Context: an optimization exercise on an open-source flow, tuned for small area and a short achievable clock period. The choices shown serve that exercise and are no tape-out recipe.
In this exercise RTL edits were held to simulation tests only and were not proved equivalent to the original.
Power and IR drop assume default switching activity.

== alpha ==
==> flow/design.v <==
module minifloat_unit (
    input  wire        clk,
    input  wire [4:0]  op,
    input  wire [31:0] a,
    input  wire [31:0] b,
    output wire [31:0] y,
    output wire [1:0]  st
);
    wire [11:0] ahi_d;
    wire [4:0]  tz_d;
    wire        or_d;
    mf_front u_front (.op(op), .a(a), .b(b[7:0]), .ahi(ahi_d), .tz(tz_d), .or19_11(or_d));
    reg [4:0]  op_q;
    reg [7:0]  p_q;        
    reg [11:0] ahi_q;      
    reg [2:0]  amid_q;     
    reg        a16_q;      
    reg        or_q;       
    reg [4:0]  tz_q;       
    always @(posedge clk) begin
        op_q   <= op;
        p_q    <= a[7:0];
        ahi_q  <= ahi_d;
        amid_q <= a[10:8];
        a16_q  <= a[16];
        or_q   <= or_d;
        tz_q   <= tz_d;
    end
    wire [7:0] lo_d;
    wire [8:0] hi_d;
    wire [1:0] st_d;
    mf_core u_core (.op(op_q), .p(p_q), .q(ahi_q[11:4]), .lt(ahi_q[3]), .d(ahi_q[2:0]), .ahi(ahi_q), .amid(amid_q),
                    .a16(a16_q), .or19_11(or_q), .tz(tz_q), .lo(lo_d), .hi(hi_d), .st(st_d));
    reg [7:0]  lo_q;
    reg [8:0]  hi_q;      
    reg [1:0]  st_q;
    always @(posedge clk) begin
        lo_q <= lo_d;
        hi_q <= hi_d;
        st_q <= st_d;
    end
    assign y  = {hi_q[8:7], {4{hi_q[6]}}, hi_q[5:0], 12'd0, lo_q};
    assign st = st_q;
endmodule
module mf_front (
    input  wire [4:0]  op,
    input  wire [31:0] a,
    input  wire [7:0]  b,
    output wire [11:0] ahi,       
    output wire [4:0]  tz,        
    output wire        or19_11
);
    wire       vv = (op == 5'd9) || (op[4:2] == 3'b011 && op[1:0] != 2'b11);
    wire [7:0] q  = {b[7] ^ (op == 5'd13), b[6:0]};
    wire       lt = (a[6:4] < b[6:4]);
    wire [2:0] d  = lt ? (b[6:4] - a[6:4]) : (a[6:4] - b[6:4]);
    assign ahi = vv ? {q, lt, d} : a[31:20];
    assign or19_11 = |a[19:11];
    wire [23:0] g = {1'b1, a[22:0]};
    wire [5:0]  z;                   
    wire [11:0] l;                   
    genvar i;
    generate
        for (i = 0; i < 6; i = i + 1) begin : grp
            wire [3:0] w = g[4*i+3:4*i];
            assign z[i]         = ~|w;
            assign l[2*i+1]     = ~w[0] & ~w[1];
            assign l[2*i]       = ~w[0] & (w[1] | ~w[2]);
        end
    endgenerate
    wire [5:0] first = {z[4] & z[3] & z[2] & z[1] & z[0],
                        ~z[4] & z[3] & z[2] & z[1] & z[0],
                        ~z[3] & z[2] & z[1] & z[0],
                        ~z[2] & z[1] & z[0],
                        ~z[1] & z[0],
                        ~z[0]};
    assign tz[4]   = z[3] & z[2] & z[1] & z[0];
    assign tz[3]   = z[1] & z[0] & ~(z[2] & z[3]);
    assign tz[2]   = first[1] | first[3] | first[5];
    assign tz[1:0] = ({2{first[0]}} & l[1:0])  | ({2{first[1]}} & l[3:2])  |
                     ({2{first[2]}} & l[5:4])  | ({2{first[3]}} & l[7:6])  |
                     ({2{first[4]}} & l[9:8])  | ({2{first[5]}} & l[11:10]);
endmodule
module mf_core (
    input  wire [4:0]  op,
    input  wire [7:0]  p,
    input  wire [7:0]  q,
    input  wire        lt,
    input  wire [2:0]  d,
    input  wire [11:0] ahi,       
    input  wire [2:0]  amid,      
    input  wire        a16,
    input  wire        or19_11,
    input  wire [4:0]  tz,
    output reg  [7:0]  lo,        
    output wire [8:0]  hi,        
    output reg  [1:0]  st
);
    wire op_norm = (op == 5'd10);
    wire op_mul  = (op == 5'd14);
    wire [7:0]  v_l   = lt ? q : p;                   
    wire [7:0]  v_s  = lt ? p : q;                   
    wire [3:0]  ml   = v_l[3:0];
    wire [10:0] xs   = {7'd0, v_s[3:0]} << d;
    wire        same = (p[7] == q[7]);
    wire        hi0  = (xs[10:4] == 7'd0);
    wire        sgt  = !hi0 || (xs[3:0] > ml);       
    wire        tie  = hi0 && (xs[3:0] == ml);
    wire [9:0]  sum  = xs[9:0] + {6'd0, ml};
    wire [9:0]  dif1 = xs[9:0] - {6'd0, ml};
    wire [3:0]  dif2 = ml - xs[3:0];
    wire [9:0]  add_m    = same ? sum : (sgt ? dif1 : {6'd0, dif2});
    wire        add_s    = same ? p[7] : (sgt ? v_s[7] : v_l[7]);
    wire        add_zero = !same && tie;
    wire [3:0] esum      = {1'b0, p[6:4]} + {1'b0, q[6:4]};
    wire       mul_s     = p[7] ^ q[7];
    wire [7:0] mul_p     = p[3:0] * q[3:0];
    wire       mul_under = (esum < 4'd2);
    wire       mul_sat   = (esum > 4'd8);
    wire [2:0] mul_e     = esum[2:0] - 3'd2;
    wire norm_big = (ahi[11:7] != 5'd0) || (ahi[3:0] != 4'd0) || or19_11 || amid[2];
    wire [2:0] n_e   = op_norm ? ahi[6:4] : (op_mul ? mul_e : v_l[6:4]);
    wire [9:0] n_m   = op_norm ? {amid[1:0], p} : (op_mul ? {2'd0, mul_p} : add_m);
    wire       n_sat = op_norm ? norm_big : (op_mul && mul_sat);
    reg  [2:0] k;
    reg  [3:0] mo;
    always @* begin
        casez (n_m)
            10'b1?????????: begin k = 3'd6; mo = n_m[9:6]; end
            10'b01????????: begin k = 3'd5; mo = n_m[8:5]; end
            10'b001???????: begin k = 3'd4; mo = n_m[7:4]; end
            10'b0001??????: begin k = 3'd3; mo = n_m[6:3]; end
            10'b00001?????: begin k = 3'd2; mo = n_m[5:2]; end
            10'b000001????: begin k = 3'd1; mo = n_m[4:1]; end
            default:        begin k = 3'd0; mo = n_m[3:0]; end
        endcase
    end
    wire       n_s = n_sat || (n_e == 3'd7) || (k > n_e);
    wire [6:0] n_y = n_s ? 7'h70 : {n_e - k, mo};
    wire       vs = p[7];
    wire [2:0] ve = p[6:4];
    wire [3:0] vm = p[3:0];
    reg  [1:0] lp;
    reg  [2:0] fr;
    always @* begin
        casez (vm)
            4'b1???: begin lp = 2'd3; fr = vm[2:0]; end
            4'b01??: begin lp = 2'd2; fr = {vm[1:0], 1'b0}; end
            4'b001?: begin lp = 2'd1; fr = {vm[0], 2'b0}; end
            default: begin lp = 2'd0; fr = 3'd0; end
        endcase
    end
    wire [7:0]  xexp   = 8'd125 + {5'd0, ve} + {6'd0, lp};
    wire [11:0] tof_hi = (vm == 4'd0) ? {vs, 11'd0} : {vs, xexp, fr};
    assign hi = (op == 5'd15) ? {tof_hi[11:10], tof_hi[9], tof_hi[5:0]} : 9'd0;
    wire       fs   = ahi[11];
    wire [7:0] fx   = ahi[10:3];
    wire [3:0] top  = {1'b1, ahi[2:0]};
    wire       xz   = (fx == 8'd0);
    wire       fz   = (tz == 5'd23);
    wire       xlo  = (fx < 8'd125);               
    wire       xhi  = (fx > 8'd147);               
    wire [4:0] u    = fx[4:0] + 5'd3;              
    wire [5:0] qp   = {1'b0, u} + {1'b0, tz};      
    wire       low  = xlo || (!xhi && (qp < 6'd23));
    wire       high = xhi || (qp > 6'd29);
    wire [2:0] eb   = qp[2:0] + 3'd1;              
    wire       tge  = (tz >= 5'd20);
    wire [3:0] mt   = top >> tz[1:0];              
    wire [2:0] c    = 3'd4 - tz[2:0];              
    wire [3:0] e2   = {1'b0, eb} - {1'b0, c};      
    wire       e2ok = (tz >= 5'd14) && !e2[3];
    wire [6:0] inr  = (high || !(tge || e2ok)) ? 7'h70 : (tge ? {eb, mt} : {e2[2:0], top});
    wire       xabs = xz ? !fz : low;
    wire [7:0] xy   = xz ? {fs, 7'd0} : {fs, inr};
    wire [1:0] ash  = 2'd0 - fx[1:0];              
    wire [6:0] alo  = xlo ? 7'd0 : ((fx <= 8'd128) ? {3'd0, top >> ash} : 7'h70);
    wire [7:0] ay   = xz ? {fs, 7'd0} : (low ? {fs, alo} : {fs, inr});
    always @* begin
        lo = 8'd0;
        st = 2'd0;
        case (op)
            5'd0:  lo = 8'd0;
            5'd1:  lo = 8'h21;
            5'd2:  lo = {a16, amid, p[3:0]};
            5'd3:  lo = {7'd0, p[7]};
            5'd4:  lo = {5'd0, p[6:4]};
            5'd5:  lo = {4'd0, p[3:0]};
            5'd6:  lo = {7'd0, p[7]};
            5'd7:  lo = {7'd0, ~p[7]};
            5'd8:  lo = (p[6:0] == 7'd0) ? 8'd0 : (p[7] ? 8'hFF : 8'h01);
            5'd9:  lo = {7'd0, (p == q)};
            5'd10: lo = {1'b0, n_y};
            5'd11: lo = p ^ 8'h80;
            5'd12, 5'd13: lo = add_zero ? 8'd0 : {add_s, n_y};
            5'd14: lo = mul_under ? {mul_s, 7'd0} : {mul_s, n_y};
            5'd15: lo = 8'd0;
            5'd16: begin
                if (xabs) st = 2'd1;
                else      lo = xy;
            end
            5'd17: lo = ay;
            default: st = 2'd2;
        endcase
    end
endmodule
==> flow/config.mk <==
export PLATFORM = sky130hd
export DESIGN_NAME = minifloat_unit
export DESIGN_NICKNAME = minifloat_unit
export VERILOG_FILES = /design/flow/design.v
export SDC_FILE = /design/flow/constraint.sdc
export NUM_CORES = 4
export LEC_CHECK = 0
export CAP_MARGIN = 20
export CORE_MARGIN = 2
export CORE_UTILIZATION = 55
export CTS_BUF_LIST = sky130_fd_sc_hd__clkbuf_4 sky130_fd_sc_hd__clkbuf_8
export CTS_CLUSTER_DIAMETER = 60
export CTS_CLUSTER_SIZE = 24
export SLEW_MARGIN = 20
export SYNTH_HIERARCHICAL = 1
export SYNTH_MINIMUM_KEEP_SIZE = 0
==> flow/constraint.sdc <==
create_clock -name core_clock -period 15.0 [get_ports {clk}]
set_input_delay 3.0000 -clock core_clock [delete_from_list [all_inputs] [get_ports {clk}]]
set_output_delay 3.0000 -clock core_clock [all_outputs]
set_load 0.01 [all_outputs]
standard.sh (not shown) runs the stock make flow with config.mk's settings and CLKGATE_MAP_FILE= SYNTH_SCRIPT=/design/flow/synth_recipe.tcl, a recipe that flattens the netlist after the stock synthesis.
==> flow/flow/run.sh <==
#!/bin/bash
# Own layout flow: the standard ORFS flow (standard.sh) with these changes.
#  1. Synthesis is synth_recipe.tcl unchanged except that ABC maps the
#     request-stage module mf_front with flow/abc_front.script and the rest
#     with flow/abc.script (registers, flattening and renaming as standard).
#  2. Ports are buffered with sky130_fd_sc_hd__buf_1 instead of the delay
#     buffer buffer_ports picks by default.
#  3. Yosys maps adders to plain gates for ABC (no full/half-adder cells).
#  4. repair_timing aims at a setup margin of flow/margin.txt ns, so that it
#     works on the datapath rather than stopping once the 15 ns clock is met.
# Each tool's full output stays in orfs/logs/; make's own output goes to
# make_finish.log in this folder.
set -euo pipefail
HERE=$(pwd)
MARGIN=$(cat flow/margin.txt)
cat > my_synth.tcl <<EOT
proc abc {args} {
  set i [lsearch -exact \$args -script]
  set front \$args
  lset front [expr {\$i + 1}] $HERE/flow/abc_front.script
  yosys abc {*}\$front mf_front
  set rest \$args
  lset rest [expr {\$i + 1}] $HERE/flow/abc.script
  yosys abc {*}\$rest
}
EOT
cat synth_recipe.tcl >> my_synth.tcl
bash standard.sh SYNTH_SCRIPT=$HERE/my_synth.tcl SETUP_SLACK_MARGIN=$MARGIN \
  "BUFFER_PORTS_ARGS=-buffer_cell sky130_fd_sc_hd__buf_1" ADDER_MAP_FILE= finish > make_finish.log 2>&1
==> flow/flow/abc.script <==
strash
dc2
balance
 rewrite
 refactor
 balance
 rewrite
 rewrite -z
 balance
 refactor -z
 rewrite -z
 balance
&get -n
&deepsyn -T 60
&put
dch -f
map -B 0.9
topo
==> flow/flow/abc_front.script <==
strash
balance
 rewrite
 refactor
 balance
 rewrite
 rewrite -z
 balance
 refactor -z
 rewrite -z
 balance
balance
 rewrite
 refactor
 balance
 rewrite
 rewrite -z
 balance
 refactor -z
 rewrite -z
 balance
dch -f
map -B 0.9
topo
buffer -c
upsize -c
dnsize -c
==> flow/flow/margin.txt <==
11.18
Relative to alpha, the following input files were edited for beta:
==> flow/flow/margin.txt <==
11.0
--- outcome ---
- beta finished all stages; the layout is clean.
- Count of plain and timing-repair buffers shrinks by a little under 10% when moving from alpha to beta.
- Diff alpha -> beta: slack of the worst reg-to-reg path went down 0.07 ns, worst hold slack went down 0.012 ns.
- Per the comparison of beta with alpha, global-route usage has remained practically unchanged; area added between synthesis and finish now smaller; fraction of area in clock buffers and inverters ~0 delta.
- Via count, beta and alpha, higher one = alpha.
- Between alpha and beta, power of the combinational group decreased.
- Against alpha, wire length of the first global-routing pass in beta fell slightly.
- Comparing alpha with beta, the clock skew came out essentially unchanged.
- beta ended up with dfxtp_1 as its cell at the slowest stage of the critical path; alpha ended up with dfxtp_4.
Input-level comparison between gamma and beta:
==> flow/flow/margin.txt <==
11.2
--- a/flow/config.mk
+++ b/flow/config.mk
@@ -10 +10 @@
-export CORE_UTILIZATION = 55
+export CORE_UTILIZATION = 45
[summary]
Result for gamma and beta: all clean
Diff beta..gamma | buffering stage count on the worst path with inverters included | negligible
Cmp gamma and beta / met2 capacity usage during global routing / higher: beta
When gamma is set beside beta, its number of global-route vias before repair turns out to be 76 larger.
Comparing gamma and beta, global-route track usage on met3 is higher on beta.
Changes observed in gamma relative to beta: post-layout utilization of the core decreased 9.3 points, internal power now larger, power attributed to sequential cells level, final cell count rose about 5%, clock share of power lower.
## Diff of input files: delta against gamma
--- a/flow/config.mk
+++ b/flow/config.mk
@@ -10 +10 @@
-export CORE_UTILIZATION = 45
+export CORE_UTILIZATION = 55
==> run notes <==
- Number of nets in the final layout was higher in the run labelled gamma.
- Storage element area of delta falls short of that of gamma slightly.
- Of delta and gamma, it is delta that has the lower total area of multi-input combinational cells.
- On met1 global-route usage, the higher figure sits with delta, not gamma.
- delta against gamma: placer congestion estimate saw an increase, wire length reported by the detailed router saw a decrease.
- delta vs. gamma: initial antenna violation count now sits at about the same level, sequential share of layout area now sits higher, maximum net fanout on the critical path essentially unchanged.


== exp/indigo ==
Starts from the design.v that is shown in full above.
export LEC_CHECK = 0
export CAP_MARGIN = 20
export CORE_MARGIN = 2
export CORE_UTILIZATION = 55
export CTS_BUF_LIST = sky130_fd_sc_hd__clkbuf_4 sky130_fd_sc_hd__clkbuf_8
export CTS_CLUSTER_DIAMETER = 60
export CTS_CLUSTER_SIZE = 24
export SLEW_MARGIN = 20
export SYNTH_HIERARCHICAL = 1
export SYNTH_MINIMUM_KEEP_SIZE = 0
export TNS_END_PERCENT = 50
create_clock -name core_clock -period 15.0 [get_ports {clk}]
==> flow/flow/margin.txt <==
11.1
Scripts as last shown in full above: flow/flow/run.sh, flow/flow/abc.script, flow/flow/abc_front.script
Modified inputs, exp/raven compared to exp/indigo
- changing CORE_UTILIZATION from 55 to 70
- removing TNS_END_PERCENT (formerly 50)
==> flow/flow/margin.txt <==
11.2
==> comparison <==
Die area (higher): exp/indigo
Between exp/raven and exp/indigo, the part of the cycle the worst path needs does not differ in any meaningful way.
Post-route minimum period was lower in the run labelled exp/raven.
Critical path's largest stage delay is higher on exp/raven
Looking at post-route cell area, exp/raven sits 4.0% higher than exp/indigo does.
Combinational cell fraction of total power was higher in the run labelled exp/raven.
Clock-buffer cell count is lower on exp/indigo
Clock power essentially unchanged between exp/raven and exp/indigo.
Input-level comparison between exp/ember and exp/raven:
- swapping 24 for 32 in CTS_CLUSTER_SIZE
- swapping 70 for 55 in CORE_UTILIZATION
- swapping 60 for 100 in CTS_CLUSTER_DIAMETER
### Flow results
On upper clock frequency limit, exp/raven tracks exp/ember almost exactly. Compared to exp/raven, the router laid down less metal wire for exp/ember. Compared exp/ember vs exp/raven, and multi-input gate area in the final layout is down in exp/ember. When exp/ember is set beside exp/raven, its hold slack turns out to be 0.018 ns larger. Switching part of the total power: exp/raven and exp/ember compared, lower one is exp/ember. Delta (exp/ember minus exp/raven): power share of the combinational group decreased 1.2 points; clock-buffer cell count moved down. Against exp/raven as the reference, exp/ember delivers a lower first-pass GRT wire length. Per the comparison of exp/ember with exp/raven, total leakage power dropped about 1.7%, total power fell about 3%.
> inputs changed (exp/ember -> exp/zinc)
- a change of CTS_CLUSTER_SIZE from 32 to 24
- a change of CTS_CLUSTER_DIAMETER from 100 to 60
==> flow/flow/margin.txt <==
11.25
==> comparison <==
exp/zinc vs. exp/ember: cell area has increased, post-route fraction of the period consumed by the critical path has remained practically unchanged, sequential share of layout area has decreased. Part of the power in combinational logic ended up 0.7 points higher on exp/zinc than on exp/ember.
diff inputs: exp/zinc => exp/violet
- changing CORE_UTILIZATION from 55 to 60
==> flow/flow/margin.txt <==
11.1
### Flow results
- exp/violet vs exp/zinc — placement row count dropped about 3%.
- Diff exp/zinc -> exp/violet: instance area at placement essentially unchanged, HPWL reported at the end of detailed placement increased 66 um.
- The proportion of power drawn by combinational gates of exp/violet is lower than that of exp/zinc.

afterwards: timing with drivers on the ports:
The results above use ideal ports. As a check the final layouts listed here were re-extracted and re-timed, cells and wires unchanged.
Step 1 (the two cells are an assumption about what drives the block):
set clk [get_ports {clk}]
set_driving_cell -lib_cell sky130_fd_sc_hd__clkbuf_16 $clk
set_driving_cell -lib_cell sky130_fd_sc_hd__buf_2 [delete_from_list [all_inputs] $clk]
Step 2 also shifts input and output timing later by t, the mid clock arrival at the registers, as if the neighbouring blocks saw the same clock.
a / b / c = ideal / step 1 / step 2; a / b = the first two.
run | t, ns | slack for setup (ns) | worst setup path at the end | latest minus earliest clock arrival (ns) | pins driven straight from the clock port
alpha | 0.346 | 11.193 / 11.158 / 10.967 | input to register | 0.008 / 0.009 | 1
beta | 0.349 | 11.158 / 11.123 / 10.834 | input to register | 0.006 / 0.006 | 1
gamma | 0.348 | 11.223 / 11.188 / 10.992 | input to register | 0.012 / 0.012 | 1
delta | 0.344 | 11.195 / 11.160 / 10.975 | input to register | 0.008 / 0.007 | 1
exp/indigo | 0.343 | 11.186 / 11.151 / 10.903 | input to register | 0.008 / 0.008 | 1
exp/raven | 0.343 | 11.197 / 11.166 / 10.949 | input to register | 0.011 / 0.011 | 1
exp/ember | 0.344 | 11.195 / 11.160 / 10.975 | input to register | 0.008 / 0.007 | 1
exp/zinc | 0.345 | 11.188 / 11.152 / 10.993 | input to register | 0.008 / 0.008 | 1
exp/violet | 0.346 | 11.156 / 11.123 / 10.824 | input to register | 0.009 / 0.009 | 1
After both steps every run listed still meets setup and hold. For exp/violet, which loses most, drivers alone change the setup slack by -0.033 ns; drivers and shift together by -0.332 ns.
